From an optimization exercise on the open Yosys and OpenROAD flow, aimed at small area; shortcuts taken in it are not production practice.
The RTL was checked by simulation tests, not by an equivalence proof against the original design.
No activity file was given, so power comes from the tool's default toggle rates.

Setup of build 67:
// ppm_core
module ppm_core (
    input  wire        clk,
    input  wire        rst,           
    input  wire        op_valid,
    input  wire [63:0] op_word,
    output reg         rsp_valid,
    output reg  [1:0]  rsp_status,
    output wire [31:0] rsp_data,
    output wire [1:0]  mode,          
    output wire [15:0] enc_reload,    
    output wire [31:0] err_count      
);
Size: roughly 1400 cells after synthesis, roughly 340 flip-flops, ~150 I/O pins.
export LEC_CHECK = 0
export ABC_AREA = 0
export CAP_MARGIN = 20
export CORE_MARGIN = 2
export CORE_UTILIZATION = 50
export GPL_TIMING_DRIVEN = 0
export PLACE_DENSITY = 0.65
export SLEW_MARGIN = 20
create_clock -name core_clock -period 15.0 [get_ports {clk}]
standard.sh (not shown) runs the stock make flow with config.mk's settings and CLKGATE_MAP_FILE= SYNTH_SCRIPT=/design/flow/synth_recipe.tcl, a recipe that flattens the netlist after the stock synthesis.
==> flow/flow/run.sh <==
#!/bin/bash
# Layout: the standard flow (standard.sh, with its synthesis unchanged),
# with two settings passed to ORFS:
#  - port buffers use the smallest buffer cell (every port still gets one);
#  - CTS builds the tree from clkbuf_8 with clusters of at most 14 sinks and
#    no dummy loads.
# Each ORFS step writes its full log under orfs/logs/; make's output is in
# flow.log.
set -euo pipefail
export BUFFER_PORTS_ARGS="-buffer_cell sky130_fd_sc_hd__buf_1"
export CTS_ARGS="-sink_clustering_enable -repair_clock_nets -dont_use_dummy_load -buf_list {sky130_fd_sc_hd__clkbuf_8} -sink_clustering_size 14 -sink_clustering_max_diameter 60"
bash standard.sh finish > flow.log 2>&1
Build 67 completed every stage of the flow, and the final layout passed the timing, DRC and antenna checks.
Input-level comparison between build 2 and build 67:
Settings: swapping 50 for 60 in CORE_UTILIZATION; clearing GPL_TIMING_DRIVEN, which used to be 0; swapping 0.65 for 0.72 in PLACE_DENSITY.
==> flow/flow/run.sh <==
#!/bin/bash
set -euo pipefail
export BUFFER_PORTS_ARGS="-buffer_cell sky130_fd_sc_hd__buf_1"
export CTS_ARGS="-sink_clustering_enable -repair_clock_nets -dont_use_dummy_load -buf_list {sky130_fd_sc_hd__clkbuf_8} -sink_clustering_size 17 -sink_clustering_max_diameter 60"
bash standard.sh finish > flow.log 2>&1
[summary]
Build 2: combinational share of power 0.2 points above build 67. Last element of the critical path: bank_a[81] -> build 2, bank_a[66] -> build 67. Build 2 vs build 67: placed instance count down. Total routed wirelength, build 67 and build 2, higher one = build 67. Core util | build 2 vs build 67 | build 2 higher. Build 2 went all the way through synthesis, placement and routing and the layout is clean on timing, DRC and antenna. On sequential cell area share: between build 67 and build 2, it ends up higher for build 2. Compared with build 67, in build 2 wire length per cell decreased by 0.39 um relative to the old numbers, cell area power density comparable, vias after detailed routing -231. Iteration count of the initial detailed-routing pass in build 2 vs build 67: down 1.
### build 2 -> build 56
==> flow/flow/run.sh <==
#!/bin/bash
# Layout: the standard flow (standard.sh, with its synthesis unchanged),
# with two settings passed to ORFS:
#  - port buffers use the smallest buffer cell (every port still gets one);
#  - CTS builds the tree from clkbuf_4 with clusters of at most 9 sinks and
#    no dummy loads.
# Each ORFS step writes its full log under orfs/logs/; make's output is in
# flow.log.
set -euo pipefail
export BUFFER_PORTS_ARGS="-buffer_cell sky130_fd_sc_hd__buf_1"
export CTS_ARGS="-sink_clustering_enable -repair_clock_nets -dont_use_dummy_load -buf_list {sky130_fd_sc_hd__clkbuf_4} -sink_clustering_size 9 -sink_clustering_max_diameter 50"
bash standard.sh finish > flow.log 2>&1
==> comparison <==
- Summary of build 56 over build 2: maximum frequency roughly the same; final critical-path setup slack now sits higher.
- Build 56 does worse than build 2 on final wirelength.
- Design area shrinks slightly when moving from build 2 to build 56.
- Status: combinational power parity (build 56, build 2)
- Summary of the comparison: detailed-route via count is higher in build 56, relative to build 2.
- Re number of flops mapped to enable cells by yosys: no difference whatsoever between build 56 and build 2.
- Sort build 56 and build 2 by post-synthesis to final-layout area growth, ascending, and build 56 comes first.
- Changes observed in build 56 relative to build 2: number of clock buffer instances in the layout moved up; worst-case vdd ir drop moved down.
--- input diff build 56..build 46 ---
==> flow/flow/run.sh <==
#!/bin/bash
set -euo pipefail
export BUFFER_PORTS_ARGS="-buffer_cell sky130_fd_sc_hd__buf_1"
export CTS_ARGS="-sink_clustering_enable -repair_clock_nets -dont_use_dummy_load -buf_list {sky130_fd_sc_hd__clkbuf_4} -sink_clustering_size 9 -sink_clustering_max_diameter 50"
bash standard.sh finish > flow.log 2>&1
Notes after the runs:
Build 56 went all the way through the flow, and no timing, DRC or antenna check failed. Build 46 | stages: all done | timing, DRC, antenna: all pass. As far as overall die area goes, build 46 and build 56 are indistinguishable; the numbers are identical. Comparing build 56 against build 46, there is no change at all in total stage count of the critical path. Diff build 46..build 56 | multi-input gate share of total cell area | negligible. Comparing build 46 against build 56, there is no change at all in cell area after synthesis. As far as simple-gate portion of the synthesized area goes, build 46 and build 56 are indistinguishable; the numbers are identical. As far as routed wire length goes, build 46 and build 56 are indistinguishable; the numbers are identical. From build 56 to build 46, sequential cell count did not move at all. Xor-xnor portion of the synthesized cell area: build 56 vs build 46 — no meaningful difference. Reported for build 56 and build 46, post-route worst hold slack turned out identical to the last digit. Total vias in the final route came out exactly the same in build 56 and build 46.

## re-timing with driven ports
How much do the figures lean on ideal ports? The routed layouts below were timed once more, with nothing changed but the port constraints.
Step 1 assumes that a clkbuf_16 drives the clock port and a buf_2 every other input.
Step 2 times the ports against the registers' clock, not the clock port: input delays grow and output delays shrink by t, the midpoint of the rising clock arrivals with the driver on.
a / b / c = ideal / step 1 / step 2; a / b = the first two.
| run | shift t [ns] | setup WS [ns] | worst slew at a driven data input, ns |
|---|---|---|---|
| build 67 | 0.582 | 0.613 / 0.637 / 0.055 | 0.09 |
| build 2 | 0.630 | 1.522 / 1.535 / 0.905 | 0.06 |
| build 56 | 0.686 | 1.549 / 1.561 / 0.875 | 0.06 |
| build 46 | 0.686 | 1.549 / 1.561 / 0.875 | 0.06 |
After both steps setup and hold are still met in every run listed.
